Context: an optimization exercise on an open-source flow, tuned for small area, a short achievable clock period and few clock cycles per item. The choices shown serve that exercise and are no tape-out recipe.
Only simulation tests tie the RTL to the original design; equivalence was not proved.

File: design/flow/design.v
module aes_sbox_d (
  input  wire [7:0] a,
  output reg  [3:0] di
);
  wire [3:0] d;
  assign d[0] = ((a[0] ^ a[3] ^ a[4] ^ a[6]) & (a[1] ^ a[2] ^ a[3] ^ a[5] ^ a[7]))
             ^ ((a[2] ^ a[5] ^ a[6]) & (a[4] ^ a[6]))
             ^ ((a[5]) & (a[6]))
             ^ ((a[3]) & (a[7]))
             ^ (a[0] ^ a[2] ^ a[5]);
  assign d[1] = ((a[0] ^ a[2] ^ a[6]) & (a[1] ^ a[4] ^ a[5] ^ a[6]))
             ^ ((a[2] ^ a[3] ^ a[5] ^ a[6]) & (a[4] ^ a[5]))
             ^ ((a[3]) & (a[5] ^ a[7]))
             ^ ((a[6]) & (a[7]))
             ^ (a[1] ^ a[2] ^ a[4] ^ a[6] ^ a[7]);
  assign d[2] = ((a[0] ^ a[6] ^ a[7]) & (a[2] ^ a[3]))
             ^ ((a[1] ^ a[5] ^ a[7]) & (a[3] ^ a[4] ^ a[5] ^ a[6] ^ a[7]))
             ^ ((a[4] ^ a[6]) & (a[5] ^ a[6]))
             ^ ((a[6]) & (a[7]))
             ^ (a[1] ^ a[2] ^ a[4] ^ a[6]);
  assign d[3] = ((a[1] ^ a[3] ^ a[4] ^ a[5] ^ a[6]) & (a[2] ^ a[3] ^ a[4] ^ a[5] ^ a[6] ^ a[7]))
             ^ ((a[0] ^ a[4] ^ a[6]) & (a[5] ^ a[7]))
             ^ ((a[4]) & (a[6] ^ a[7]))
             ^ ((a[3]) & (a[7]))
             ^ (a[3] ^ a[4] ^ a[5] ^ a[6]);
  always @(*) begin
    case (d)
      4'd0: di = 4'd0;
      4'd1: di = 4'd1;
      4'd2: di = 4'd9;
      4'd3: di = 4'd14;
      4'd4: di = 4'd13;
      4'd5: di = 4'd11;
      4'd6: di = 4'd7;
      4'd7: di = 4'd6;
      4'd8: di = 4'd15;
      4'd9: di = 4'd2;
      4'd10: di = 4'd12;
      4'd11: di = 4'd5;
      4'd12: di = 4'd10;
      4'd13: di = 4'd4;
      4'd14: di = 4'd3;
      4'd15: di = 4'd8;
      default: di = 4'd0;
    endcase
  end
endmodule
module aes_sbox_y (
  input  wire [7:0] a,
  input  wire [3:0] di,
  output wire [7:0] y
);
  wire [7:0] l0;
  assign l0[0] = a[0] ^ a[2] ^ a[3] ^ a[5];
  assign l0[1] = a[0] ^ a[2] ^ a[3] ^ a[6];
  assign l0[2] = a[0] ^ a[1] ^ a[2] ^ a[4];
  assign l0[3] = a[0] ^ a[1] ^ a[4] ^ a[6];
  assign l0[4] = a[0] ^ a[2] ^ a[3] ^ a[4];
  assign l0[5] = a[5] ^ a[6] ^ a[7];
  assign l0[6] = a[2] ^ a[3] ^ a[4] ^ a[5] ^ a[6];
  assign l0[7] = a[1] ^ a[2] ^ a[7];
  wire [7:0] l1;
  assign l1[0] = a[0] ^ a[4] ^ a[7];
  assign l1[1] = a[1] ^ a[3] ^ a[5] ^ a[6];
  assign l1[2] = a[0] ^ a[2] ^ a[3] ^ a[4] ^ a[5] ^ a[6] ^ a[7];
  assign l1[3] = a[0] ^ a[2] ^ a[3] ^ a[5] ^ a[6] ^ a[7];
  assign l1[4] = a[2] ^ a[3] ^ a[5] ^ a[6] ^ a[7];
  assign l1[5] = a[0] ^ a[5] ^ a[7];
  assign l1[6] = a[1] ^ a[5] ^ a[7];
  assign l1[7] = a[0] ^ a[3] ^ a[4] ^ a[5];
  wire [7:0] l2;
  assign l2[0] = a[2] ^ a[6] ^ a[7];
  assign l2[1] = a[1] ^ a[3] ^ a[5] ^ a[6] ^ a[7];
  assign l2[2] = a[0] ^ a[2] ^ a[3] ^ a[6];
  assign l2[3] = a[1] ^ a[2] ^ a[5] ^ a[6];
  assign l2[4] = a[0] ^ a[1] ^ a[4] ^ a[6] ^ a[7];
  assign l2[5] = a[0] ^ a[3] ^ a[4] ^ a[5] ^ a[7];
  assign l2[6] = a[1] ^ a[4] ^ a[6] ^ a[7];
  assign l2[7] = a[0] ^ a[1] ^ a[2];
  wire [7:0] l3;
  assign l3[0] = a[1] ^ a[3] ^ a[6];
  assign l3[1] = a[4] ^ a[5] ^ a[7];
  assign l3[2] = a[1] ^ a[3] ^ a[5] ^ a[6];
  assign l3[3] = a[3] ^ a[4] ^ a[7];
  assign l3[4] = a[0] ^ a[1] ^ a[2] ^ a[4] ^ a[5] ^ a[7];
  assign l3[5] = a[0] ^ a[2] ^ a[3] ^ a[4] ^ a[6];
  assign l3[6] = a[1];
  assign l3[7] = a[1] ^ a[2] ^ a[4] ^ a[6] ^ a[7];
  assign y = ({8{di[0]}} & l0) ^ ({8{di[1]}} & l1) ^ ({8{di[2]}} & l2) ^ ({8{di[3]}} & l3) ^ 8'h63;
endmodule
module rxp_ctr_de (
  input  wire         clk,
  input  wire         rst_n,
  input  wire         in_valid,
  output wire         in_ready,
  input  wire         in_first,
  input  wire [127:0] in_key,
  input  wire [127:0] in_iv,
  input  wire [127:0] in_data,
  output reg          out_valid,
  output reg  [127:0] out_data
);
  reg         va, vb;      
  reg  [3:0]  ra, rb;      
  reg         rdy;         
  reg         rdy_o;       
  reg [127:0] key_r;       
  reg [127:0] ctr_r;       
  reg [127:0] x;           
  reg [127:0] ka;          
  reg [127:0] ya;          
  reg  [63:0] yd;          
  reg [127:0] kb;          
  reg  [15:0] kd;          
  reg [127:0] d0, d1;      
  assign in_ready = rdy_o;
  wire accept = in_valid && rdy_o;
  function [127:0] inc128;
    input [127:0] v;
    integer k;
    begin
      for (k = 0; k < 128; k = k + 1)
        inc128[k] = v[k] ^ (&(v | ~({128{1'b1}} >> (128 - k))));
    end
  endfunction
  wire [127:0] blk_key = in_first ? in_key : key_r;
  wire [127:0] blk_ctr = in_first ? in_iv  : inc128(ctr_r);
  function [7:0] xtime;
    input [7:0] a;
    xtime = {a[6:0], 1'b0} ^ (a[7] ? 8'h1b : 8'h00);
  endfunction
  wire [127:0] xk = x ^ ka;                   
  wire [63:0] xd;
  wire [15:0] kxd;
  wire [31:0] rot = {ka[23:0], ka[31:24]};    
  genvar i, c;
  generate
    for (i = 0; i < 16; i = i + 1) begin : g_da
      aes_sbox_d u_d (.a(xk[127 - 8*i -: 8]), .di(xd[63 - 4*i -: 4]));
    end
    for (i = 0; i < 4; i = i + 1) begin : g_dk
      aes_sbox_d u_d (.a(rot[31 - 8*i -: 8]), .di(kxd[15 - 4*i -: 4]));
    end
  endgenerate
  wire [7:0] sb [0:15];    
  wire [7:0] sr [0:15];    
  wire [7:0] mc [0:15];    
  generate
    for (i = 0; i < 16; i = i + 1) begin : g_yb
      aes_sbox_y u_y (.a(ya[127 - 8*i -: 8]), .di(yd[63 - 4*i -: 4]), .y(sb[i]));
    end
    for (c = 0; c < 4; c = c + 1) begin : g_shift
      assign sr[4*c + 0] = sb[4*((c + 0) % 4) + 0];
      assign sr[4*c + 1] = sb[4*((c + 1) % 4) + 1];
      assign sr[4*c + 2] = sb[4*((c + 2) % 4) + 2];
      assign sr[4*c + 3] = sb[4*((c + 3) % 4) + 3];
    end
    for (c = 0; c < 4; c = c + 1) begin : g_mix
      wire [7:0] a0 = sr[4*c + 0];
      wire [7:0] a1 = sr[4*c + 1];
      wire [7:0] a2 = sr[4*c + 2];
      wire [7:0] a3 = sr[4*c + 3];
      assign mc[4*c + 0] = xtime(a0) ^ (xtime(a1) ^ a1) ^ a2 ^ a3;
      assign mc[4*c + 1] = a0 ^ xtime(a1) ^ (xtime(a2) ^ a2) ^ a3;
      assign mc[4*c + 2] = a0 ^ a1 ^ xtime(a2) ^ (xtime(a3) ^ a3);
      assign mc[4*c + 3] = (xtime(a0) ^ a0) ^ a1 ^ a2 ^ xtime(a3);
    end
  endgenerate
  wire [127:0] sr_vec, mc_vec;
  generate
    for (i = 0; i < 16; i = i + 1) begin : g_pack
      assign sr_vec[127 - 8*i -: 8] = sr[i];
      assign mc_vec[127 - 8*i -: 8] = mc[i];
    end
  endgenerate
  reg [7:0] rcon;
  always @(*) begin
    case (rb)
      4'd1:    rcon = 8'h01;
      4'd2:    rcon = 8'h02;
      4'd3:    rcon = 8'h04;
      4'd4:    rcon = 8'h08;
      4'd5:    rcon = 8'h10;
      4'd6:    rcon = 8'h20;
      4'd7:    rcon = 8'h40;
      4'd8:    rcon = 8'h80;
      4'd9:    rcon = 8'h1b;
      default: rcon = 8'h36;
    endcase
  end
  wire [31:0] w0 = kb[127:96];
  wire [31:0] w1 = kb[95:64];
  wire [31:0] w2 = kb[63:32];
  wire [31:0] w3 = kb[31:0];
  wire [31:0] krot = {w3[23:0], w3[31:24]};
  wire [31:0] sub;
  generate
    for (i = 0; i < 4; i = i + 1) begin : g_yk
      aes_sbox_y u_y (.a(krot[31 - 8*i -: 8]), .di(kd[15 - 4*i -: 4]), .y(sub[31 - 8*i -: 8]));
    end
  endgenerate
  wire [31:0] t  = sub ^ {rcon, 24'h000000};
  wire [31:0] n0 = t ^ w0;
  wire [31:0] n1 = t ^ (w0 ^ w1);
  wire [31:0] n2 = t ^ (w0 ^ w1 ^ w2);
  wire [31:0] n3 = t ^ (w0 ^ w1 ^ w2 ^ w3);
  wire [127:0] next_rk = {n0, n1, n2, n3};
  wire last = vb && (rb == 4'd10);
  always @(posedge clk) begin
    ya <= xk;
    yd <= xd;
    kb <= ka;
    kd <= kxd;
    x  <= rdy ? blk_ctr : mc_vec;
    ka <= rdy ? blk_key : next_rk;
    d0 <= rdy ? in_data : d1;
    d1 <= d0;
    out_data <= sr_vec ^ next_rk ^ d1;
  end
  always @(posedge clk) begin
    if (accept && in_first)
      key_r <= in_key;
    if (accept) begin
      ctr_r <= blk_ctr;
    end
  end
  always @(posedge clk) begin
    if (!rst_n) begin
      va        <= 1'b0;
      vb        <= 1'b0;
      rdy       <= 1'b1;
      rdy_o     <= 1'b0;
      out_valid <= 1'b0;
    end else begin
      vb        <= va;
      va        <= accept || (vb && !last);
      rdy       <= !va || (ra == 4'd10);
      rdy_o     <= !va || (ra == 4'd10);
      out_valid <= last;
    end
  end
  always @(posedge clk) begin
    rb <= ra;
    ra <= rdy ? 4'd1 : rb + 4'd1;
  end
endmodule
File: design/flow/run.sh
#!/bin/bash
# synth_recipe.tcl (not shown) runs the flow's synth.tcl, then flattens the netlist and writes it again
# the make line also repeats each setting of config.mk as NAME=value (left out here)
make -C /OpenROAD-flow-scripts/flow DESIGN_CONFIG=/design/flow/config.mk WORK_HOME=/design/flow/orfs CLKGATE_MAP_FILE= SYNTH_SCRIPT=/design/flow/synth_recipe.tcl finish
File: design/flow/config.mk
export PLATFORM = sky130hd
export DESIGN_NAME = rxp_ctr_de
export DESIGN_NICKNAME = rxp_ctr_de
export VERILOG_FILES = /design/flow/design.v
export SDC_FILE = /design/flow/constraint.sdc
export NUM_CORES = 4
export LEC_CHECK = 0
export CAP_MARGIN = 20
export CORE_MARGIN = 2
export CORE_UTILIZATION = 35
export PLACE_DENSITY = 0.45
export SETUP_SLACK_MARGIN = 3.2
export SLEW_MARGIN = 20
export TNS_END_PERCENT = 0
File: design/flow/constraint.sdc
create_clock -name core_clock -period 6.0 [get_ports {clk}]
set_input_delay 1.2000 -clock core_clock [delete_from_list [all_inputs] [get_ports {clk}]]
set_output_delay 1.2000 -clock core_clock [all_outputs]
set_load 0.01 [all_outputs]
==> results of run 1 <==
## cells by family (layout without fill, tap and decap cells)
kind of cell	Yosys count	count (layout)
compound gates	985	985
xor+xnor	2772	2772
fa+ha+maj	225	225
buf+inv	664	1434
flops	1253	1253
mux	485	485
other cells	0	6
simple gates	1682	1682
## per-stage QoR
| step | cells | utilization [%] |
|---|---|---|
| 6_report | 11900 | 44.7 |
| 3_5_place_dp | 11300 | 38.8 |
| 4_1_cts | 11800 | 44.4 |
| 2_1_floorplan | 8066 | - |
| 5_1_grt | 11800 | 44.7 |
| 3_3_place_gp | 11300 | 38.7 |
## final cells by class
cell class,count,share of cell area (%)
sequential,1253,27.5
clock inverter,76,0.894
tap,3009,3.71
inverter,271,1.04
clock buffer,211,4.33
multi-input combinational,6149,54.2
timing repair buffer,876,8.24
antenna,6,0.0148
## state kept, by name, indices dropped and copies added (netlist names), 8 cells and up
signal and cells:
ctr_r 128, d0 128, d1 128, ka 128
kb 128, kd 16, key_r 128, out_data 128
rcon 8, x 128, ya 128, yd 64
## what timing repair did
item | CTS | global route
buffers inserted | 226 | 34
cloned | 0 | 0
endpoints found under the setup margin | 714 | 634
resized for setup | 854 | 63
pin swaps | 153 | 21
## Yosys cell counts, types with 127 or more instances
cell and count:
xnor3_1 181, nand3_1 127, o21ai_0 272, mux2i_1 237, buf_2 146, clkbuf_1 224
xnor2_1 1734, dfxtp_1 997, edfxtp_1 256, nor2_1 398, nand2_1 810, xor2_1 704
inv_1 247, a21oi_1 250, mux2_2 235, ha_1 193
## worst min path at each step
stage | startpoint | endpoint
finish | d0[40] | d1[40]
floorplan | d0[0] | d1[0]
global route | d0[22] | d1[22]
CTS | d0[22] | d1[22]
global placement | d0[55] | d1[55]
detailed placement | d0[104] | d1[104]
## routing by layer
layer  wire, um  GRT usage [%]
met1     137000           34.8
met2     134000           39.5
met3      13600           3.03
met4       9070           7.34
met5         41              0
==> flow_summary.json, run 1 <==
{
  "cts_max_level": 4,
  "dieArea_mm2": 0.232,
  "hold_violations": 0,
  "fill_cells": 21500,
  "cpPeakStageDelay_ns": 0.58,
  "path_max_fanout": 5,
  "pre_cts_slack_ns": 0.827,
  "rsz0062_at_grt": "true",
  "path_cells": "xor2_4 > xnor2_1 > nor2_1 > xnor2_1 > xnor3_1 > xnor2_1 > xor2_2 > xor2_2 > a21oi_1",
  "synth_top_family_by_area": "XOR/XNOR gates",
  "fp.dieH_um": 482,
  "wl_per_cell_um": 24.8,
  "cp_slowest_cell": "dfxtp_1",
  "synth_area_leaders": "dfxtp_1 25%, xnor2_1 19%, edfxtp_1 9.6%",
  "period_needed_ns": 3.16,
  "antenna_found_initial": 18,
  "syn_nets": 8647,
  "cap_violations": 0,
  "r2r_start": "ya[10]",
  "cp-start-kind": "register",
  "final_cell_mix": "1464 x xnor2_1, 829 x dfxtp_1, 810 x nand2_1, 580 x xor2_1, 508 x clkdlybuf4s50_1",
  "drive_gt1_share_pct": 18.8,
  "maxSlewHeadroom_pct": 32.7,
  "rr_worst_depth": 9,
  "final_max_slew_viol_count": 0,
  "routed_wl_um": 294000,
  "finalSetupViolations": 0,
  "syn_inst": 8066,
  "layout_commonest_cell": "xnor2_1",
  "drtIter0Drc": 4176,
  "hold_buffers": 0,
  "post-route-period-util_pct": 52.6,
  "startpoint": "ya[10]",
  "row_count": 175,
  "cp.depth": 9,
  "fmax_ghz": 0.317,
  "placed_cell_area_mm2": 0.0882,
  "clockBufferDepth": 3,
  "synth_enable_flop_cells": 256,
  "tightest_slew_ns": 0.981,
  "grt_pass1_vias": 58000,
  "synth_top_area_cell": "dfxtp_1",
  "area_growth_pct": 27.1,
  "vias": 58800,
  "synthAdderAreaFrac_pct": 3.42,
  "holdPathStages": 0,
  "worstSkewPairLatency_ns": 0.84,
  "die_x_um": 482,
  "ant_nets": 0,
  "r2r_end": "x[67]",
  "grt_max_degree": 134,
  "avgSynthCellArea_um2": 9.91,
  "synth_compound_area_share_pct": 7.39,
  "clk_pin_slew_ns": 0.06,
  "cp_num_buf_inv": 0,
  "worstSetupPathType": "register to register",
  "cpMostUsedCell": "xnor2_1",
  "setup_tns_ns": 0,
  "netlist_area_mm2": 0.0799,
  "synth_cell_types": 92,
  "path_delay_family": "XOR/XNOR gates",
  "yosysSeqAreaShare_pct": 34.6,
  "hp-class": "register to register",
  "drc": 0,
  "yosysTopAreaCellShare_pct": 25.0,
  "regArea_mm2": 0.0280,
  "ys_warn_count": 2,
  "cp.required_ns": 6.69,
  "io_buffers": 517,
  "dp.final_hpwl_um": 226000,
  "cts_made_buffers": 154,
  "final_nets": 9286,
  "status": "no timing/DRC/antenna violations",
  "viasPerCell": 4.96,
  "cts_root_buf": "clkbuf_16",
  "firstDrtPassIters": 5,
  "ios": 518,
  "synth_seq_cells": 1253,
  "grt-ovfl-total": 0,
  "endpoint": "x[67]",
  "synth-main-ff-cell": "dfxtp_1",
  "multi_input_area_mm2": 0.0551,
  "arrival_ns": 3.85,
  "synth_mux_area_share_pct": 6.60,
  "hold_slack_ns": 0.318,
  "grt_pass1_wl_um": 418000,
  "synth_xor_area_share_pct": 35.4,
  "core_area_mm2": 0.227,
  "yosys.area_share.simple_pct": 9.22,
  "grt_use_total_pct": 24.7,
  "start_util_pct": 35.2,
  "cts_tree": "done",
  "gp_congestion": 0.903,
  "end_kind": "register",
  "fin_area_mm2": 0.102,
  "async_flop_share_pct": 0,
  "fin_worst_skew_ns": 0.0342,
  "fin_ws_ns": 2.84,
  "cts_sinks": 1253,
  "r2r_slack_ns": 2.84
}
Testbench counts, summed over its fixed seeds: cycles 48,016, items 4,800.
==> run 2: changes to the inputs <==
--- a/design/flow/config.mk
+++ b/design/flow/config.mk
@@ -9,6 +9,6 @@
 export CORE_MARGIN = 2
 export CORE_UTILIZATION = 35
 export PLACE_DENSITY = 0.45
-export SETUP_SLACK_MARGIN = 3.2
+export SETUP_SLACK_MARGIN = 3.8
 export SLEW_MARGIN = 20
 export TNS_END_PERCENT = 0
==> run 2 against run 1 <==
  * Sequential share of layout area shrank 0.21 points
  * Cell count is 0.68% higher
  * Routed wire length up 0.38%
  * Die area is the same
  * Hold slack got worse by 0.0023 ns
  * Critical path type unchanged
  * Largest cell class unchanged
==> flow_summary.json, run 2 <==
{
  "fin_worst_skew_ns": 0.0392,
  "status": "no timing/DRC/antenna violations",
  "synth_top_area_cell": "dfxtp_1",
  "routed_wl_um": 295000,
  "core_area_mm2": 0.227,
  "worstSkewPairLatency_ns": 0.84,
  "cts_sinks": 1253,
  "hold_buffers": 0,
  "cts_tree": "done",
  "io_buffers": 517,
  "start_util_pct": 35.2,
  "antenna_found_initial": 16,
  "gp_congestion": 0.903,
  "end_kind": "register",
  "period_needed_ns": 3.13,
  "hold_violations": 0,
  "grt_pass1_wl_um": 420000,
  "avgSynthCellArea_um2": 9.91,
  "yosysSeqAreaShare_pct": 34.6,
  "startpoint": "ya[52]",
  "yosysTopAreaCellShare_pct": 25.0,
  "finalSetupViolations": 0,
  "die_x_um": 482,
  "grt-ovfl-total": 0,
  "drive_gt1_share_pct": 20.2,
  "clk_pin_slew_ns": 0.07,
  "hold_slack_ns": 0.316,
  "post-route-period-util_pct": 52.1,
  "grt_max_degree": 134,
  "hp-class": "register to register",
  "pre_cts_slack_ns": 0.827,
  "worstSetupPathType": "register to register",
  "cts_made_buffers": 154,
  "drtIter0Drc": 4080,
  "dp.final_hpwl_um": 226000,
  "row_count": 175,
  "synth_enable_flop_cells": 256,
  "synth.most_common_cell": "xnor2_1",
  "min_from": "d0[40]",
  "path_max_fanout": 6,
  "arrival_ns": 3.79,
  "vias": 59200,
  "cp.required_ns": 6.67,
  "area_growth_pct": 28.4,
  "fp.dieH_um": 482,
  "fmax_ghz": 0.320,
  "drc": 0,
  "cts_root_buf": "clkbuf_16",
  "wl_per_cell_um": 24.7,
  "cts_max_level": 4,
  "ys_warn_count": 2,
  "dieArea_mm2": 0.232,
  "firstDrtPassIters": 6,
  "tightest_slew_ns": 0.980,
  "grt_pass1_vias": 58500,
  "final_cell_mix": "1450 x xnor2_1, 810 x nand2_1, 807 x dfxtp_1, 575 x xor2_1, 489 x clkdlybuf4s50_1",
  "synth_cell_types": 92,
  "syn_nets": 8647,
  "syn_inst": 8066,
  "synth-main-ff-cell": "dfxtp_1",
  "rsz0062_at_grt": "true",
  "layout_commonest_cell": "xnor2_1",
  "setup_tns_ns": 0,
  "cap_violations": 0,
  "netlist_area_mm2": 0.0799,
  "r2r_start": "ya[52]",
  "fin_ws_ns": 2.87,
  "grt_use_total_pct": 24.8,
  "async_flop_share_pct": 0,
  "yosys-top-cells-count": "1734 x xnor2_1, 997 x dfxtp_1, 810 x nand2_1",
  "viasPerCell": 4.96,
  "maxSlewHeadroom_pct": 32.8,
  "ios": 518,
  "final_nets": 9363,
  "cp-start-kind": "register",
  "ant_nets": 0,
  "synth_area_leaders": "dfxtp_1 25%, xnor2_1 19%, edfxtp_1 9.6%",
  "clockBufferDepth": 3,
  "synth_seq_cells": 1253,
  "final_max_slew_viol_count": 0
}
==> run 2: changes by cell type in the layout (fill, tap and decap cells not counted), sizes merged, moves of 3 or more <==
cell,change
buf,+76
diode,+3
dlygate4sd2,+18
clkdlybuf4s50,-19
==> run 2: logic make-up (layout without fill, tap and decap cells) <==
family	count (synthesis)	in the layout	share of synthesized area, %
flops	1253	1253	34.6
simple gates	1682	1682	9.22
buf+inv	664	1510	3.37
mux	485	485	6.60
fa+ha+maj	225	225	3.42
compound gates	985	985	7.39
other cells	0	9	0
xor+xnor	2772	2773	35.4
==> run 2: critical path, stage by stage (launching register included) <==
cell	delay [ns]
dfxtp_2	0.49
xnor3_2	0.41
xor2_1	0.15
nor2_1	0.12
xnor3_2	0.59
buf_4	0.22
xnor2_1	0.28
xnor3_1	0.32
xnor2_2	0.26
o21ai_0	0.12
==> run 2: routing by layer <==
metal	vias to the layer above	wire length, um	global-route usage [%]
met5	-	12	0
met4	2	9040	7.51
met3	301	14100	2.88
met2	1525	134000	39.6
met1	29200	137000	35.1
li1	28200	-	-
==> run 2: what timing repair did <==
action	4_1_cts	5_1_grt
resized for setup	1000	34
pin swaps	198	25
setup buffers	296	40
cloned	1	0
endpoints found under the setup margin	905	944
==> run 2: final timing paths <==
path / endpoint / slack, ns / depth (start not counted)
hold reg to reg: d1[40] / 0.32 / 0
hold / removal: d1[40] / 0.32 / 0
setup reg to reg: x[91] / 2.87 / 9
setup / recovery: x[91] / 2.87 / 9
==> run 2: metrics by stage <==
step                utilization (%)  cell area (um^2)  std cells
finish                         45.1            103000      11900
global route                   45.1            103000      11900
CTS                            44.9            102000      11900
detailed placement             38.8             88200      11300
global placement               38.7             88100      11300
floorplan                         -             80000       8066
==> run 2: layout make-up <==
type,count,area [um^2]
timing repair buffer,952,8990
sequential,1253,28000
multi-input combinational,6150,55400
clock inverter,76,908
tap,3009,3760
antenna,9,22.5
fill,21500,125000
inverter,271,1050
clock buffer,211,4400
==> run 3: changes to the inputs <==
--- a/design/flow/config.mk
+++ b/design/flow/config.mk
@@ -9,6 +9,6 @@
 export CORE_MARGIN = 2
 export CORE_UTILIZATION = 35
 export PLACE_DENSITY = 0.45
-export SETUP_SLACK_MARGIN = 3.8
+export SETUP_SLACK_MARGIN = 3.5
 export SLEW_MARGIN = 20
 export TNS_END_PERCENT = 0
==> run 3 against run 2 <==
  * Core utilization is the same
  * First-iteration DRC count is the same
  * Sequential cell count is the same
  * Synthesized cell count is the same
  * Die area is the same
==> flow_summary.json, run 3 <==
{
  "status": "no timing/DRC/antenna violations",
  "fill_cells": 21500,
  "final_max_slew_viol_count": 0,
  "cp_slowest_cell": "xnor3_2",
  "row_count": 175,
  "cts_max_level": 4,
  "synth_seq_cells": 1253,
  "holdPathStages": 0,
  "viasPerCell": 4.96,
  "clockBufferDepth": 3,
  "cts_tree": "done",
  "path_max_fanout": 6,
  "layout_commonest_cell": "xnor2_1",
  "synth_cell_types": 92,
  "syn_nets": 8647,
  "fin_worst_skew_ns": 0.0392,
  "grt_pass1_vias": 58500,
  "async_flop_share_pct": 0,
  "min_to": "d1[40]",
  "yosys-top-cells-count": "1734 x xnor2_1, 997 x dfxtp_1, 810 x nand2_1",
  "grt-ovfl-total": 0,
  "arrival_ns": 3.79,
  "period_needed_ns": 3.13,
  "fp.dieH_um": 482,
  "min_from": "d0[40]",
  "rsz0062_at_grt": "true",
  "cap_violations": 0,
  "drc": 0,
  "vias": 59200,
  "core_area_mm2": 0.227,
  "pre_cts_slack_ns": 0.827,
  "netlist_area_mm2": 0.0799,
  "wl_met3_um": 14100,
  "fmax_ghz": 0.320,
  "worstSetupPathType": "register to register",
  "start_util_pct": 35.2,
  "cpPeakStageDelay_ns": 0.59,
  "rr_worst_depth": 9,
  "finalSetupViolations": 0,
  "synth_enable_flop_cells": 256,
  "gp_congestion": 0.903,
  "syn_inst": 8066,
  "cpMostUsedCell": "xnor3_2",
  "r2r_slack_ns": 2.87,
  "r2r_start": "ya[52]",
  "hp-class": "register to register",
  "io_buffers": 517,
  "drtIter0Drc": 4080,
  "setup_tns_ns": 0,
  "post-route-period-util_pct": 52.1,
  "cp-start-kind": "register",
  "r2r_end": "x[91]",
  "ys_warn_count": 2,
  "end_kind": "register",
  "drive_gt1_share_pct": 20.2,
  "ios": 518,
  "avgSynthCellArea_um2": 9.91,
  "m1WireLength_um": 137000,
  "area_growth_pct": 28.4,
  "dr.max_layer_used": "met5",
  "worstSkewPairLatency_ns": 0.84,
  "yosysTopAreaCellShare_pct": 25.0,
  "wl_per_cell_um": 24.7,
  "yosysSeqAreaShare_pct": 34.6,
  "synth-main-ff-cell": "dfxtp_1",
  "tightest_slew_ns": 0.980,
  "hold_slack_ns": 0.316,
  "clk_pin_slew_ns": 0.07,
  "hold_violations": 0,
  "cp.required_ns": 6.67,
  "grt_max_degree": 134,
  "grt_pass1_wl_um": 420000,
  "synth.most_common_cell": "xnor2_1",
  "cts_sinks": 1253,
  "synth_area_leaders": "dfxtp_1 25%, xnor2_1 19%, edfxtp_1 9.6%",
  "cts_made_buffers": 154,
  "wl_met2_um": 134000,
  "maxSlewHeadroom_pct": 32.8,
  "die_x_um": 482,
  "routed_wl_um": 295000,
  "fin_ws_ns": 2.87,
  "dieArea_mm2": 0.232,
  "grt_use_total_pct": 24.8,
  "final_cell_mix": "1450 x xnor2_1, 810 x nand2_1, 807 x dfxtp_1, 575 x xor2_1, 489 x clkdlybuf4s50_1",
  "synth_top_area_cell": "dfxtp_1",
  "final_nets": 9363,
  "path_cells": "xnor3_2 > xor2_1 > nor2_1 > xnor3_2 > buf_4 > xnor2_1 > xnor3_1 > xnor2_2 > o21ai_0",
  "antenna_found_initial": 16,
  "cts_root_buf": "clkbuf_16",
  "dp.final_hpwl_um": 226000,
  "ant_nets": 0,
  "firstDrtPassIters": 6
}
[run 3: cell counts in the layout (fill, tap and decap cells not counted)]
No cell type changed its count.
[run 3: area by class of cell]
type	instances	area, um^2	area share, %
antenna	9	22.5	0.0219
clock buffer	211	4400	4.28
clock inverter	76	908	0.885
inverter	271	1050	1.02
multi-input combinational	6150	55400	54.0
sequential	1253	28000	27.3
tap	3009	3760	3.67
timing repair buffer	952	8990	8.76
[run 3: how the worst max path moves through the flow]
stage	from	slack (ns)	end
floorplan	in_first	2.05	key_r[0]
global placement	kb[0]	0.43	out_data[15]
detailed placement	kb[7]	0.83	ka[14]
CTS	ctr_r[0]	2.99	x[74]
global route	ka[16]	2.80	yd[8]
finish	ya[52]	2.87	x[91]
[run 3: what timing repair did]
item	4_1_cts	5_1_grt
buffers inserted	296	40
pin swaps	198	25
hold buffers	0	0
setup endpoints to repair	806	799
resized for setup	1000	34
cloned	1	0
[run 3: per-layer routing]
| metal | vias up | GRT usage [%] |
|---|---|---|
| li1 | 28200 | - |
| met1 | 29200 | 35.1 |
| met2 | 1525 | 39.6 |
| met3 | 301 | 2.88 |
| met4 | 2 | 7.51 |
| met5 | - | 0 |
[run 3: critical path, delay by kind of cell (launching register included)]
| family | cells | cell delay, ns |
|---|---|---|
| compound gates | 1 | 0.12 |
| flops | 1 | 0.49 |
| xor+xnor | 6 | 2.01 |
| simple gates | 1 | 0.12 |
| buf+inv | 1 | 0.22 |
[run 3: cell families after synthesis]
logic type	after synthesis	synth area share [%]
muxes	485	6.60
and+or+nand+nor	1682	9.22
AOI/OAI and AO/OA	985	7.39
xor gates and xnor gates	2772	35.4
adders and majority gates	225	3.42
DFF	1253	34.6
buffers and inverters	664	3.37
[run 3: metrics by stage]
stage,cells,utilization [%],area (um^2)
after floorplan,8066,-,80000
after global placement,11300,38.7,88100
after detailed placement,11300,38.8,88200
after CTS,11900,44.9,102000
after global routing,11900,45.1,103000
final,11900,45.1,103000
==> run 4: changes to the inputs <==
--- a/design/flow/config.mk
+++ b/design/flow/config.mk
@@ -7,8 +7,8 @@
 export LEC_CHECK = 0
 export CAP_MARGIN = 20
 export CORE_MARGIN = 2
-export CORE_UTILIZATION = 35
-export PLACE_DENSITY = 0.45
+export CORE_UTILIZATION = 55
+export PLACE_DENSITY = 0.65
 export SETUP_SLACK_MARGIN = 3.5
 export SLEW_MARGIN = 20
 export TNS_END_PERCENT = 0
==> run 4 against run 3 <==
  * Largest cell class unchanged
  * Highest routed layer unchanged
  * Critical endpoint is now x[120]
==> flow_summary.json, run 4 <==
{
  "status": "no timing/DRC/antenna violations",
  "viasPerCell": 5.64,
  "fin_util_pct": 69.1,
  "r2r_end": "x[120]",
  "post-route-period-util_pct": 52.4,
  "cts_made_buffers": 142,
  "end_kind": "register",
  "syn_nets": 8647,
  "synth-main-ff-cell": "dfxtp_1",
  "drtIter0Drc": 5580,
  "firstDrtPassIters": 6,
  "clockBufferDepth": 3,
  "area_growth_pct": 24.5,
  "grt_pass1_vias": 58200,
  "arrival_ns": 3.77,
  "synth_cell_types": 92,
  "cp-start-kind": "register",
  "finalSetupViolations": 0,
  "core_area_mm2": 0.144,
  "clk_pin_slew_ns": 0.07,
  "fmax_ghz": 0.318,
  "die_x_um": 385,
  "r2r_start": "ya[2]",
  "worstSkewPairLatency_ns": 0.81,
  "setup_tns_ns": 0,
  "cap_violations": 0,
  "syn_inst": 8066,
  "yosysSeqAreaShare_pct": 34.6,
  "rr_worst_depth": 10,
  "grt_max_degree": 163,
  "holdPathStages": 0,
  "final_cell_mix": "1461 x xnor2_1, 833 x dfxtp_1, 810 x nand2_1, 569 x xor2_1, 516 x clkdlybuf4s50_1",
  "period_needed_ns": 3.15,
  "vias": 60500,
  "r2r_slack_ns": 2.85,
  "placed_cells": 10200,
  "grt_pass1_wl_um": 383000,
  "synth_area_leaders": "dfxtp_1 25%, xnor2_1 19%, edfxtp_1 9.6%",
  "cp.required_ns": 6.62,
  "cts_max_level": 4,
  "hp-class": "register to register",
  "cts_root_buf": "clkbuf_16",
  "path_max_fanout": 5,
  "netlist_area_mm2": 0.0799,
  "routed_wl_um": 265000,
  "min_from": "d0[65]",
  "start_util_pct": 55.5,
  "final_nets": 9267,
  "antenna_found_initial": 13,
  "min_to": "d1[65]",
  "synth.most_common_cell": "xnor2_1",
  "hold_violations": 0,
  "layout_commonest_cell": "xnor2_1",
  "yosys-top-cells-count": "1734 x xnor2_1, 997 x dfxtp_1, 810 x nand2_1",
  "tightest_slew_ns": 1.04,
  "gp_congestion": 0.947,
  "fp.dieH_um": 385,
  "rsz0062_at_grt": "true",
  "wl_per_cell_um": 24.8,
  "row_count": 139,
  "async_flop_share_pct": 0,
  "ios": 518,
  "cts_tree": "done",
  "grt-ovfl-total": 0,
  "drc": 0,
  "final_cells": 10700,
  "worstSetupPathType": "register to register",
  "yosysTopAreaCellShare_pct": 25.0,
  "cts_sinks": 1253,
  "grt_use_total_pct": 34.9,
  "avgSynthCellArea_um2": 9.91,
  "dp.final_hpwl_um": 201000,
  "synth_seq_cells": 1253,
  "synth_enable_flop_cells": 256,
  "io_buffers": 517,
  "ant_nets": 0,
  "dieArea_mm2": 0.148,
  "fin_worst_skew_ns": 0.0326,
  "ys_warn_count": 2,
  "drive_gt1_share_pct": 18.8,
  "maxSlewHeadroom_pct": 30.7,
  "synth_top_area_cell": "dfxtp_1",
  "final_max_slew_viol_count": 0
}
run 4: cell counts after synthesis:
Identical to the previous run, type by type.
run 4: cell type report:
cell class              count  area [um^2]
well taps                1903         2380
diodes                      7         17.5
clock inverters            59          572
multi-input cells        6149        55100
fillers                 11000        44500
repair buffers            869         8250
inverters                 271         1040
clock buffers             203         4200
flip-flops and latches   1253        27900
run 4: how the worst max path moves through the flow:
stage                   from      endpoint  slack [ns]  depth (start not counted)
floorplan           in_first      key_r[0]        2.05                          5
global placement      kb[15]  out_data[22]        1.03                          8
detailed placement     kb[1]   out_data[9]        1.25                          9
CTS                 ctr_r[0]         x[77]        2.94                         11
global route          ka[29]        yd[12]        2.75                         12
finish                 ya[2]        x[120]        2.85                         10
run 4: logic make-up (layout without fill, tap and decap cells):
| group | Yosys count | after routing | share of synthesized area, % |
|---|---|---|---|
| XOR/XNOR | 2772 | 2772 | 35.4 |
| AND/OR/NAND/NOR | 1682 | 1682 | 9.22 |
| flip-flops | 1253 | 1253 | 34.6 |
| AO/OA/AOI/OAI | 985 | 985 | 7.39 |
| buffers and inverters | 664 | 1402 | 3.37 |
| multiplexers | 485 | 485 | 6.60 |
| adder cells (fa/ha/maj) | 225 | 225 | 3.42 |
| other | 0 | 7 | 0 |
run 4: worst max-delay path, stage by stage (launching register included):
cell	delay [ns]
dfxtp_1	0.52
xnor3_1	0.56
xnor2_1	0.20
nand2_1	0.09
xnor2_1	0.15
xnor2_1	0.12
buf_4	0.20
xnor2_1	0.40
xnor2_1	0.14
xor2_1	0.16
o22ai_1	0.42
run 4: repair_timing:
item | CTS | global route
gates resized for setup | 772 | 137
pin swaps | 143 | 55
hold buffers | 0 | 0
buffers inserted | 184 | 97
setup endpoints to repair | 698 | 700
run 4: per-stage QoR:
stage / area (um^2) / setup WS (ns) / hold WS (ns)
final: 99500 / 2.85 / 0.311
after global routing: 99500 / 2.75 / 0.324
after CTS: 97900 / 2.94 / 0.319
after detailed placement: 86500 / 1.25 / 0.312
after global placement: 86500 / 1.03 / 0.310
after floorplan: 80000 / 2.05 / 0.310
run 4: layer usage:
metal / vias up / track usage, % / routed length (um)
met5: - / 0 / 30
met4: 6 / 15.4 / 12800
met3: 495 / 4.94 / 19200
met2: 2450 / 55.0 / 121000
met1: 29600 / 47.8 / 112000
li1: 28000 / - / -
==> run 5: changes to the inputs <==
--- a/design/flow/config.mk
+++ b/design/flow/config.mk
@@ -7,8 +7,8 @@
 export LEC_CHECK = 0
 export CAP_MARGIN = 20
 export CORE_MARGIN = 2
-export CORE_UTILIZATION = 55
-export PLACE_DENSITY = 0.65
+export CORE_UTILIZATION = 45
+export PLACE_DENSITY = 0.55
 export SETUP_SLACK_MARGIN = 3.5
 export SLEW_MARGIN = 20
 export TNS_END_PERCENT = 0
==> run 5 against run 4 <==
  * Via count shrank 2.5%
  * Cell count grew 3.8%
  * Clock skew grew 0.0034 ns
  * Synthesized cell count is the same
  * Area after synthesis is the same
  * Count of clock-buffer cells in the layout grew 8
  * Sequential cell count is the same
  * Critical endpoint is now x[58]
==> flow_summary.json, run 5 <==
{
  "rsz0062_at_grt": "true",
  "grt_pass1_wl_um": 400000,
  "pre_cts_slack_ns": 0.765,
  "synth_cell_types": 92,
  "clk_pin_slew_ns": 0.06,
  "synth_area_leaders": "dfxtp_1 25%, xnor2_1 19%, edfxtp_1 9.6%",
  "viasPerCell": 5.30,
  "fin_worst_skew_ns": 0.0361,
  "synth_top_family_by_area": "XOR/XNOR gates",
  "hp-class": "register to register",
  "gr-usage-met3_pct": 3.72,
  "avgSynthCellArea_um2": 9.91,
  "tightest_slew_ns": 1.15,
  "yosysSeqAreaShare_pct": 34.6,
  "antenna_found_initial": 11,
  "synth.most_common_cell": "xnor2_1",
  "ant_nets": 0,
  "ys_warn_count": 2,
  "synth-main-ff-cell": "dfxtp_1",
  "synth_compound_area_share_pct": 7.39,
  "area_growth_pct": 25.1,
  "dieArea_mm2": 0.181,
  "worstSetupPathType": "register to register",
  "netlist_area_mm2": 0.0799,
  "hold_violations": 0,
  "path_cells": "ha_4 > nand3_4 > or4_4 > or4_4 > nor3_4 > buf_4 > nand4_1 > xor2_1 > o21ai_1 > nand2_1 > o21ai_1",
  "firstDrtPassIters": 5,
  "fp.dieH_um": 425,
  "worstSkewPairLatency_ns": 0.80,
  "cp_slowest_cell": "or4_4",
  "post-route-period-util_pct": 52.6,
  "period_needed_ns": 3.16,
  "fin_area_mm2": 0.100,
  "grt.met2_usage_pct": 48.8,
  "io_buffers": 517,
  "path_max_fanout": 6,
  "yosysTopAreaCellShare_pct": 25.0,
  "synth_mux_area_share_pct": 6.60,
  "syn_inst": 8066,
  "clockBufferDepth": 3,
  "yosys-top-cells-count": "1734 x xnor2_1, 997 x dfxtp_1, 810 x nand2_1",
  "setup_tns_ns": 0,
  "cts_tree": "done",
  "drc": 0,
  "final_nets": 9239,
  "drive_gt1_share_pct": 18.5,
  "fin_ws_ns": 2.84,
  "synth_top_area_cell": "dfxtp_1",
  "vias": 59000,
  "routed_wl_um": 279000,
  "grt_max_degree": 162,
  "fmax_ghz": 0.317,
  "syn_nets": 8647,
  "cts_max_level": 4,
  "final_cell_mix": "1469 x xnor2_1, 820 x dfxtp_1, 810 x nand2_1, 579 x xor2_1, 510 x clkdlybuf4s50_1",
  "synth_enable_flop_cells": 256,
  "grt_use_total_pct": 30.2,
  "start_util_pct": 45.3,
  "cts_sinks": 1253,
  "cts_root_buf": "clkbuf_16",
  "cp.required_ns": 6.67,
  "core_area_mm2": 0.176,
  "final_max_slew_viol_count": 0,
  "grt-ovfl-total": 0,
  "cts_made_buffers": 146,
  "cp-start-kind": "register",
  "end_kind": "register",
  "synth_seq_cells": 1253,
  "hold_slack_ns": 0.312,
  "arrival_ns": 3.82,
  "dp.final_hpwl_um": 214000,
  "finalSetupViolations": 0,
  "hold_buffers": 0,
  "grt_pass1_vias": 57800,
  "row_count": 154,
  "synth_xor_area_share_pct": 35.4,
  "cap_violations": 0,
  "gp_congestion": 0.938,
  "use_met1_pct": 40.3,
  "drtIter0Drc": 4657,
  "ios": 518,
  "placed_cell_area_mm2": 0.0872,
  "cpPeakStageDelay_ns": 0.67,
  "layout_commonest_cell": "xnor2_1",
  "status": "no timing/DRC/antenna violations",
  "die_x_um": 425,
  "yosys.area_share.simple_pct": 9.22,
  "synthAdderAreaFrac_pct": 3.42,
  "maxSlewHeadroom_pct": 23.6,
  "grt-busiest-layer": "met2",
  "async_flop_share_pct": 0,
  "wl_per_cell_um": 25.0
}
[run 5: routing by layer]
| layer | share of wire (%) | vias up |
|---|---|---|
| li1 | - | 27900 |
| met1 | 43 | 28900 |
| met2 | 46 | 1786 |
| met3 | 5.3 | 420 |
| met4 | 4.9 | 4 |
| met5 | 0.0086 | - |
[run 5: worst paths after layout]
path	start	end	slack [ns]	cells past startpoint
max reg2reg	ctr_r[1]	x[58]	2.84	11
min reg2reg	d0[15]	d1[15]	0.31	0
max	ctr_r[1]	x[58]	2.84	11
min	d0[15]	d1[15]	0.31	0
[run 5: cell type report]
type	count	area [um^2]
clock inverters	56	623
diodes	5	12.5
well taps	2340	2930
fillers	15200	76300
repair buffers	837	8060
flip-flops and latches	1253	28000
multi-input cells	6149	55000
clock buffers	211	4360
inverters	271	1040
[run 5: kinds of logic after synthesis]
| family | Yosys count |
|---|---|
| multiplexers | 485 |
| flip-flops | 1253 |
| AND/OR/NAND/NOR | 1682 |
| adder cells (fa/ha/maj) | 225 |
| XOR/XNOR | 2772 |
| buffers and inverters | 664 |
| AO/OA/AOI/OAI | 985 |
[run 5: timing repair]
item,in CTS,in global routing
endpoints found under the hold margin,0,0
gates cloned,1,0
setup buffers,217,13
setup endpoints to repair,872,844
resized for setup,898,22
pin swaps,159,9
[run 5: critical path: cells and delay by family, from the launching register on]
kind	cells	cell delay (ns)
AOI/OAI and AO/OA	2	0.37
and+or+nand+nor	6	1.75
DFF	1	0.38
adders and majority gates	1	0.17
xor gates and xnor gates	1	0.18
buffers and inverters	1	0.18
[run 5: through the flow]
stage,util [%],std cells
after floorplan,-,8066
after global placement,49.4,10600
after detailed placement,49.5,10600
after CTS,56.6,11100
after global routing,56.7,11100
final,56.7,11100
==> run 6: changes to the inputs <==
--- a/design/flow/config.mk
+++ b/design/flow/config.mk
@@ -5,10 +5,11 @@
 export SDC_FILE = /design/flow/constraint.sdc
 export NUM_CORES = 4
 export LEC_CHECK = 0
-export CAP_MARGIN = 20
+export CAP_MARGIN = 0
 export CORE_MARGIN = 2
 export CORE_UTILIZATION = 45
+export CTS_BUF_LIST = sky130_fd_sc_hd__clkbuf_4 sky130_fd_sc_hd__clkbuf_8
 export PLACE_DENSITY = 0.55
 export SETUP_SLACK_MARGIN = 3.5
-export SLEW_MARGIN = 20
+export SLEW_MARGIN = 0
 export TNS_END_PERCENT = 0
==> run 6 against run 5 <==
  * Critical path depth stayed put
  * Fmax grew 2.1%
  * Critical path type unchanged
==> flow_summary.json, run 6 <==
{
  "period_needed_ns": 3.09,
  "area_growth_pct": 26.0,
  "worstSkewPairLatency_ns": 0.98,
  "fin_worst_skew_ns": 0.0578,
  "worstSetupPathType": "register to register",
  "cp_num_buf_inv": 2,
  "dieArea_mm2": 0.181,
  "grt_use_total_pct": 30.4,
  "async_flop_share_pct": 0,
  "hold_buffers": 0,
  "cts_root_buf": "clkbuf_8",
  "cts_tree": "done",
  "setup_tns_ns": 0,
  "ios": 518,
  "cap_violations": 0,
  "antenna_found_initial": 15,
  "grt-ovfl-total": 0,
  "yosysSeqAreaShare_pct": 34.6,
  "io_buffers": 517,
  "final_nets": 9335,
  "ant_nets": 0,
  "synth-main-ff-cell": "dfxtp_1",
  "rsz0062_at_grt": "true",
  "synth_cell_types": 92,
  "fin_ws_ns": 2.91,
  "routed_wl_um": 281000,
  "status": "no timing/DRC/antenna violations",
  "row_count": 154,
  "grt_pass1_vias": 58700,
  "netlist_area_mm2": 0.0799,
  "path_cells": "xnor2_4 > inv_1 > ha_1 > xor2_1 > xnor2_1 > xnor2_1 > xnor2_2 > inv_1 > ha_1 > mux2_2 > a221oi_1",
  "syn_inst": 8066,
  "drive_gt1_share_pct": 20.9,
  "arrival_ns": 3.95,
  "cp.required_ns": 6.86,
  "dp.final_hpwl_um": 214000,
  "firstDrtPassIters": 6,
  "ys_warn_count": 2,
  "finalSetupViolations": 0,
  "path_delay_family": "XOR/XNOR gates",
  "cp_slowest_cell": "dfxtp_1",
  "gp_congestion": 0.938,
  "wl_per_cell_um": 24.8,
  "cts_sinks": 1253,
  "cpPeakStageDelay_ns": 0.39,
  "cts_max_level": 4,
  "core_area_mm2": 0.176,
  "pre_cts_slack_ns": 0.767,
  "grt_pass1_wl_um": 404000,
  "die_x_um": 425,
  "cts_made_buffers": 217,
  "path_max_fanout": 8,
  "start_util_pct": 45.3,
  "final_max_slew_viol_count": 0,
  "fill_cells": 15400,
  "hold_violations": 0,
  "fmax_ghz": 0.323,
  "maxSlewHeadroom_pct": 24.0,
  "tightest_slew_ns": 1.14,
  "clk_pin_slew_ns": 0.07,
  "viasPerCell": 5.26,
  "synth_top_area_cell": "dfxtp_1",
  "synth.most_common_cell": "xnor2_1",
  "drtIter0Drc": 4614,
  "post-route-period-util_pct": 51.5,
  "grt_max_degree": 162,
  "drc": 0,
  "final_cell_mix": "1454 x xnor2_1, 809 x nand2_1, 802 x dfxtp_1, 573 x xor2_1, 394 x nor2_1",
  "avgSynthCellArea_um2": 9.91,
  "synth_seq_cells": 1253,
  "syn_nets": 8647,
  "cp-start-kind": "register",
  "clockBufferDepth": 3,
  "fp.dieH_um": 425,
  "hp-class": "register to register",
  "vias": 59400,
  "end_kind": "register",
  "layout_commonest_cell": "xnor2_1",
  "synth_enable_flop_cells": 256,
  "synth_area_leaders": "dfxtp_1 25%, xnor2_1 19%, edfxtp_1 9.6%",
  "yosysTopAreaCellShare_pct": 25.0,
  "yosys-top-cells-count": "1734 x xnor2_1, 997 x dfxtp_1, 810 x nand2_1"
}
[run 6: cells by family after synthesis]
group                    synth area share, %
multiplexers                            6.60
flip-flops                              34.6
AND/OR/NAND/NOR                         9.22
adder cells (fa/ha/maj)                 3.42
buffers and inverters                   3.37
AO/OA/AOI/OAI                           7.39
XOR/XNOR                                35.4
[run 6: timing repair]
action                     4_1_cts  5_1_grt
buffers inserted               252        6
setup endpoints to repair      714      800
cloned                           0        0
gates resized for setup       1123       22
pin swaps                      199        6
hold endpoints to repair         0        0
[run 6: path summary, 6_finish.rpt]
check | slack [ns] | end | cells past startpoint | from
setup / recovery | 2.91 | yd[54] | 11 | x[110]
hold reg to reg | 0.31 | d1[8] | 0 | d0[8]
setup reg to reg | 2.91 | yd[54] | 11 | x[110]
hold / removal | 0.31 | d1[8] | 0 | d0[8]
[run 6: cell type report]
type                       instances  area, um^2  area share (%)
antenna                            7        17.5          0.0174
clock buffer                     327        4130            4.10
clock inverter                    86         923           0.917
inverter                         271        1040            1.04
multi-input combinational       6149       55400            55.0
sequential                      1253       28000            27.9
tap                             2340        2930            2.91
timing repair buffer             862        8170            8.12
[run 6: through the flow]
stage | instances | instance area [um^2] | hold slack (ns) | util, %
6_report | 11300 | 101000 | 0.311 | 57.1
5_1_grt | 11300 | 101000 | 0.308 | 57.1
4_1_cts | 11300 | 100000 | 0.308 | 57.0
3_5_place_dp | 10600 | 87200 | 0.312 | 49.5
3_3_place_gp | 10600 | 87200 | 0.310 | 49.4
2_1_floorplan | 8066 | 80000 | 0.310 | -
[run 6: per-layer routing]
metal,track usage [%],vias to the layer above,part of all wire (%)
met5,0,-,0.010
li1,-,28200,-
met2,49.5,1767,47
met3,4.11,418,5.3
met1,40.4,29000,43
met4,13.4,6,4.8
==> run 7: changes to the inputs <==
--- a/design/flow/config.mk
+++ b/design/flow/config.mk
@@ -8,8 +8,7 @@
 export CAP_MARGIN = 0
 export CORE_MARGIN = 2
 export CORE_UTILIZATION = 45
-export CTS_BUF_LIST = sky130_fd_sc_hd__clkbuf_4 sky130_fd_sc_hd__clkbuf_8
-export PLACE_DENSITY = 0.55
+export PLACE_DENSITY = 0.65
 export SETUP_SLACK_MARGIN = 3.5
 export SLEW_MARGIN = 0
 export TNS_END_PERCENT = 0
==> run 7 against run 6 <==
  * Still clean
  * Core utilization grew 0.16 points
  * Area after synthesis is the same
  * Global-route usage decreased by 0.88 points
  * Non-clock buffer count grew 25
  * Critical endpoint is now x[43]
  * Highest routed layer unchanged
==> flow_summary.json, run 7 <==
{
  "grt_use_total_pct": 29.6,
  "cp-start-kind": "register",
  "synth_seq_cells": 1253,
  "ios": 518,
  "row_count": 154,
  "cts_max_level": 4,
  "synth_area_leaders": "dfxtp_1 25%, xnor2_1 19%, edfxtp_1 9.6%",
  "rsz0062_at_grt": "true",
  "ys_warn_count": 2,
  "synth-main-ff-cell": "dfxtp_1",
  "hp-class": "register to register",
  "arrival_ns": 3.74,
  "drive_gt1_share_pct": 19.7,
  "end_kind": "register",
  "cap_violations": 0,
  "grt_pass1_wl_um": 395000,
  "final_cells": 11200,
  "cts_root_buf": "clkbuf_16",
  "yosysSeqAreaShare_pct": 34.6,
  "hold_slack_ns": 0.323,
  "viasPerCell": 5.38,
  "netlist_area_mm2": 0.0799,
  "area_growth_pct": 26.3,
  "fin_worst_skew_ns": 0.0402,
  "syn_nets": 8647,
  "routed_wl_um": 275000,
  "r2r_slack_ns": 2.91,
  "finalSetupViolations": 0,
  "synth_mux_area_share_pct": 6.60,
  "final_max_slew_viol_count": 0,
  "post-route-period-util_pct": 51.5,
  "drc": 0,
  "avgSynthCellArea_um2": 9.91,
  "grt_pass1_vias": 59100,
  "drtIter0Drc": 5177,
  "fp.dieH_um": 425,
  "io_buffers": 517,
  "maxSlewHeadroom_pct": 21.4,
  "path_max_fanout": 10,
  "async_flop_share_pct": 0,
  "synth.most_common_cell": "xnor2_1",
  "firstDrtPassIters": 5,
  "hold_violations": 0,
  "clk_pin_slew_ns": 0.06,
  "synth_cell_types": 92,
  "synth_enable_flop_cells": 256,
  "worstSkewPairLatency_ns": 0.82,
  "endpoint": "x[43]",
  "cts_made_buffers": 144,
  "ant_nets": 0,
  "yosys.area_share.simple_pct": 9.22,
  "status": "no timing/DRC/antenna violations",
  "rr_worst_depth": 9,
  "synth_top_area_cell": "dfxtp_1",
  "grt.met2_usage_pct": 46.8,
  "r2r_end": "x[43]",
  "fmax_ghz": 0.324,
  "period_needed_ns": 3.09,
  "worstSetupPathType": "register to register",
  "startpoint": "ya[71]",
  "dp.final_hpwl_um": 207000,
  "tightest_slew_ns": 1.18,
  "hold_buffers": 0,
  "grt-busiest-layer": "met2",
  "setup_tns_ns": 0,
  "cts_sinks": 1253,
  "yosysTopAreaCellShare_pct": 25.0,
  "vias": 60100,
  "layout_commonest_cell": "xnor2_1",
  "pre_cts_slack_ns": 0.941,
  "r2r_start": "ya[71]",
  "synth_xor_area_share_pct": 35.4,
  "syn_inst": 8066,
  "grt_max_degree": 170,
  "die_x_um": 425,
  "grt-ovfl-total": 0,
  "fill_cells": 14800,
  "start_util_pct": 45.3,
  "gp_congestion": 0.961,
  "placed_cells": 10600,
  "synth_top_family_by_area": "XOR/XNOR gates",
  "dieArea_mm2": 0.181,
  "synth_compound_area_share_pct": 7.39,
  "yosys-top-cells-count": "1734 x xnor2_1, 997 x dfxtp_1, 810 x nand2_1",
  "wl_per_cell_um": 24.6,
  "use_met1_pct": 38.0,
  "core_area_mm2": 0.176,
  "cp.required_ns": 6.65,
  "final_cell_mix": "1452 x xnor2_1, 808 x dfxtp_1, 807 x nand2_1, 563 x xor2_1, 502 x clkdlybuf4s50_1",
  "antenna_found_initial": 13,
  "synthAdderAreaFrac_pct": 3.42,
  "gr-usage-met3_pct": 4.33,
  "cts_tree": "done",
  "fin_ws_ns": 2.91,
  "clockBufferDepth": 3,
  "final_nets": 9287
}
-- run 7: cell count changes in the layout (fill, tap and decap cells not counted), moves of 9 or more --
cell	change
dfxtp_4	-15
dfxtp_2	+9
dlygate4sd2_1	-115
clkinv_2	-21
buf_4	+34
xor2_1	-10
clkbuf_8	-248
clkbuf_16	+155
buf_12	-10
clkbuf_1	+25
clkdlybuf4s50_1	+116
xor2_2	+17
clkbuf_4	-59
-- run 7: worst max-delay path, cell delays in order, from the launching register on --
cell,delay (ns)
dfxtp_2,0.50
xnor3_1,0.57
xnor2_1,0.18
nand2_1,0.10
xor2_2,0.24
xnor2_4,0.32
xnor3_1,0.42
xnor2_1,0.16
xnor2_1,0.33
o21ai_1,0.12
-- run 7: cells by family after synthesis --
| logic type | count (synthesis) |
|---|---|
| AOI/OAI and AO/OA | 985 |
| xor gates and xnor gates | 2772 |
| adders and majority gates | 225 |
| buffers and inverters | 664 |
| DFF | 1253 |
| muxes | 485 |
| and+or+nand+nor | 1682 |
-- run 7: per-stage QoR --
stage          utilization [%]  cell area (um^2)
2_1_floorplan                -             80000
3_3_place_gp              49.4             87000
3_5_place_dp              49.4             87000
4_1_cts                   56.7            100000
5_1_grt                   57.3            101000
6_report                  57.3            101000
-- run 7: how the worst min path moves through the flow --
stage / start / end / slack (ns) / cells after the start
3_3_place_gp: d0[51] / d1[51] / 0.31 / 0
4_1_cts: d0[16] / d1[16] / 0.32 / 0
3_5_place_dp: d0[127] / d1[127] / 0.31 / 0
5_1_grt: d0[34] / d1[34] / 0.33 / 0
6_report: d0[30] / d1[30] / 0.32 / 0
2_1_floorplan: d0[0] / d1[0] / 0.31 / 0
-- run 7: area by class of cell --
| cell class | instances | area, um^2 | area share [%] |
|---|---|---|---|
| clock inverters | 69 | 792 | 0.784 |
| repair buffers | 887 | 8380 | 8.30 |
| diodes | 9 | 22.5 | 0.0223 |
| multi-input cells | 6149 | 55600 | 55.0 |
| inverters | 271 | 1050 | 1.04 |
| well taps | 2340 | 2930 | 2.90 |
| flip-flops and latches | 1253 | 28000 | 27.7 |
| clock buffers | 200 | 4250 | 4.21 |
-- run 7: timing repair --
action | CTS | global route
endpoints found under the hold margin | 0 | 0
setup buffers | 241 | 60
resized for setup | 954 | 82
pin swaps | 181 | 44
setup endpoints to repair | 809 | 793
-- run 7: layer usage --
layer,part of all wire [%],up-vias
met5,0.0073,-
met3,6.6,550
li1,-,28000
met1,41,29400
met4,7.3,4
met2,45,2153
==> run 8: changes to the inputs <==
--- a/design/flow/config.mk
+++ b/design/flow/config.mk
@@ -8,7 +8,7 @@
 export CAP_MARGIN = 0
 export CORE_MARGIN = 2
 export CORE_UTILIZATION = 45
-export PLACE_DENSITY = 0.65
+export PLACE_DENSITY = 0.5
 export SETUP_SLACK_MARGIN = 3.5
 export SLEW_MARGIN = 0
 export TNS_END_PERCENT = 0
==> run 8 against run 7 <==
  * Hold slack lost 0.0014 ns
  * Final area up 1.1%
  * First-iteration DRC count fell by 14%
  * Routed wire length increased by 2.3%
  * Via count down 1.7%
  * Critical endpoint is now x[67]
  * Die area unchanged
  * Clock skew fell by 0.0045 ns
  * Count of clock-buffer cells in the layout grew 7
  * Sequential share of layout area fell by 0.20 points
==> flow_summary.json, run 8 <==
{
  "status": "no timing/DRC/antenna violations",
  "netlist_area_mm2": 0.0799,
  "final_cell_mix": "1446 x xnor2_1, 808 x nand2_1, 791 x dfxtp_1, 558 x xor2_1, 471 x clkdlybuf4s50_1",
  "drtIter0Drc": 4457,
  "ant_nets": 0,
  "die_x_um": 425,
  "synth.most_common_cell": "xnor2_1",
  "core_area_mm2": 0.176,
  "syn_nets": 8647,
  "avgSynthCellArea_um2": 9.91,
  "synth_area_leaders": "dfxtp_1 25%, xnor2_1 19%, edfxtp_1 9.6%",
  "yosys-top-cells-count": "1734 x xnor2_1, 997 x dfxtp_1, 810 x nand2_1",
  "grt_max_degree": 128,
  "antenna_found_initial": 15,
  "wl_per_cell_um": 25.0,
  "fp.dieH_um": 425,
  "grt_use_total_pct": 30.6,
  "worstSkewPairLatency_ns": 0.81,
  "routed_wl_um": 281000,
  "yosysSeqAreaShare_pct": 34.6,
  "drc": 0,
  "synth-main-ff-cell": "dfxtp_1",
  "dieArea_mm2": 0.181,
  "tightest_slew_ns": 1.42,
  "final_nets": 9355,
  "cap_violations": 0,
  "end_kind": "register",
  "row_count": 154,
  "hold_buffers": 0,
  "io_buffers": 517,
  "cts_root_buf": "clkbuf_16",
  "layout_commonest_cell": "xnor2_1",
  "cp-start-kind": "register",
  "hp-class": "register to register",
  "period_needed_ns": 3.06,
  "ys_warn_count": 2,
  "syn_inst": 8066,
  "vias": 59100,
  "start_util_pct": 45.3,
  "post-route-period-util_pct": 50.9,
  "finalSetupViolations": 0,
  "ios": 518,
  "path_max_fanout": 6,
  "arrival_ns": 3.70,
  "clk_pin_slew_ns": 0.06,
  "synth_cell_types": 92,
  "viasPerCell": 5.26,
  "clockBufferDepth": 3,
  "grt-ovfl-total": 0,
  "firstDrtPassIters": 5,
  "fmax_ghz": 0.327,
  "fill_cells": 15300,
  "final_max_slew_viol_count": 0,
  "rsz0062_at_grt": "true",
  "worstSetupPathType": "register to register",
  "grt_pass1_vias": 58500,
  "hold_violations": 0,
  "cts_made_buffers": 150,
  "cts_tree": "done",
  "synth_seq_cells": 1253,
  "grt_pass1_wl_um": 406000,
  "drive_gt1_share_pct": 20.8,
  "maxSlewHeadroom_pct": 5.00,
  "cts_max_level": 4,
  "synth_top_area_cell": "dfxtp_1",
  "async_flop_share_pct": 0,
  "fin_worst_skew_ns": 0.0357,
  "synth_enable_flop_cells": 256,
  "cts_sinks": 1253,
  "dp.final_hpwl_um": 215000,
  "cp.required_ns": 6.65,
  "gp_congestion": 0.920,
  "area_growth_pct": 27.7,
  "yosysTopAreaCellShare_pct": 25.0,
  "setup_tns_ns": 0
}
-- run 8: cell counts after synthesis --
Identical to the previous run, type by type.
-- run 8: final timing paths --
path | startpoint | to | slack [ns] | cells after the start
min | d0[58] | d1[58] | 0.32 | 0
max | ya[92] | x[67] | 2.94 | 8
min reg2reg | d0[58] | d1[58] | 0.32 | 0
max reg2reg | ya[92] | x[67] | 2.94 | 8
-- run 8: logic make-up (layout without fill, tap and decap cells) --
logic type                 after synthesis  in the layout  share of synthesized area (%)
buffers and inverters                  664           1498                           3.37
and+or+nand+nor                       1682           1682                           9.22
DFF                                   1253           1253                           34.6
other                                    0              8                              0
AOI/OAI and AO/OA                      985            985                           7.39
muxes                                  485            485                           6.60
xor gates and xnor gates              2772           2772                           35.4
adders and majority gates              225            225                           3.42
-- run 8: per-stage QoR --
step	util (%)	instance area (um^2)	cells	worst slack (ns)	hold slack [ns]
after floorplan	-	80000	8066	2.05	0.310
after global placement	49.5	87300	10600	0.835	0.310
after detailed placement	49.5	87300	10600	0.930	0.312
after CTS	57.7	102000	11200	3.04	0.322
after global routing	57.9	102000	11200	2.81	0.323
final	57.9	102000	11200	2.94	0.322
-- run 8: layout make-up --
type | count | area, um^2 | share of cell area [%]
Multi-Input combinational cell | 6149 | 55900 | 54.7
Sequential cell | 1253 | 28100 | 27.5
Timing Repair Buffer | 949 | 8970 | 8.80
Clock buffer | 207 | 4390 | 4.30
Tap cell | 2340 | 2930 | 2.87
Inverter | 271 | 1050 | 1.03
Clock inverter | 71 | 739 | 0.725
Antenna cell | 8 | 20.0 | 0.0196
-- run 8: what timing repair did --
| action | CTS | global route |
|---|---|---|
| endpoints found under the setup margin | 738 | 767 |
| endpoints found under the hold margin | 0 | 0 |
| gates cloned | 0 | 0 |
| pin swaps | 218 | 16 |
| setup buffers | 314 | 15 |
| resized for setup | 1125 | 27 |
-- run 8: worst max-delay path, stage by stage, from the launching register on --
cell and delay [ns]:
dfxtp_2 0.48, xor2_2 0.20, or3_1 0.34, a31oi_1 0.23
xnor3_4 0.52, xnor2_1 0.42, xor2_4 0.25, xor2_2 0.33
a21oi_1 0.11
-- run 8: metal layers --
| layer | part of all wire [%] | vias to the layer above | routed length [um] | global-route usage [%] |
|---|---|---|---|---|
| li1 | - | 28100 | - | - |
| met1 | 44 | 29000 | 123000 | 41.3 |
| met2 | 47 | 1600 | 131000 | 49.8 |
| met3 | 4.9 | 372 | 13900 | 3.52 |
| met4 | 4.5 | 2 | 12800 | 12.7 |
| met5 | 0.0025 | - | 7 | 0 |

==> afterwards: timing with drivers on the ports <==
How much do the figures lean on ideal ports? The routed layouts below were timed once more, with nothing changed but the port constraints.
Step 1: set_driving_cell puts a clkbuf_16 on clk and a buf_2 on each other input, an assumption about the parent block.
Step 2 moves the port delays by t, midway between the first and last clock arrival at a register: inputs arrive t later, outputs are due t later. That takes back most of the time a late clock gives input paths.
Three values: ideal ports, drivers, drivers and shift; two values: the first two.
run | shift t [ns] | setup WS [ns] | worst setup path after step 2 | clock arrival spread, ns | slew at the worst register clock pin (ns)
run 1 | 0.913 | 2.841 / 2.841 / 2.175 | input to register | 0.039 / 0.039 | 0.07 / 0.07
run 2 | 0.916 | 2.874 / 2.874 / 2.190 | input to register | 0.043 / 0.043 | 0.07 / 0.07
run 3 | 0.916 | 2.874 / 2.874 / 2.190 | input to register | 0.043 / 0.043 | 0.07 / 0.07
run 4 | 0.879 | 2.853 / 2.853 / 2.482 | input to register | 0.034 / 0.034 | 0.07 / 0.07
run 5 | 0.880 | 2.843 / 2.843 / 2.304 | input to register | 0.036 / 0.036 | 0.07 / 0.07
run 6 | 1.035 | 2.908 / 2.908 / 2.334 | input to register | 0.062 / 0.062 | 0.08 / 0.08
run 7 | 0.892 | 2.910 / 2.910 / 2.293 | input to register | 0.042 / 0.042 | 0.07 / 0.07
run 8 | 0.883 | 2.945 / 2.945 / 2.325 | input to register | 0.041 / 0.041 | 0.07 / 0.07
After both steps setup and hold are still met in every run listed.
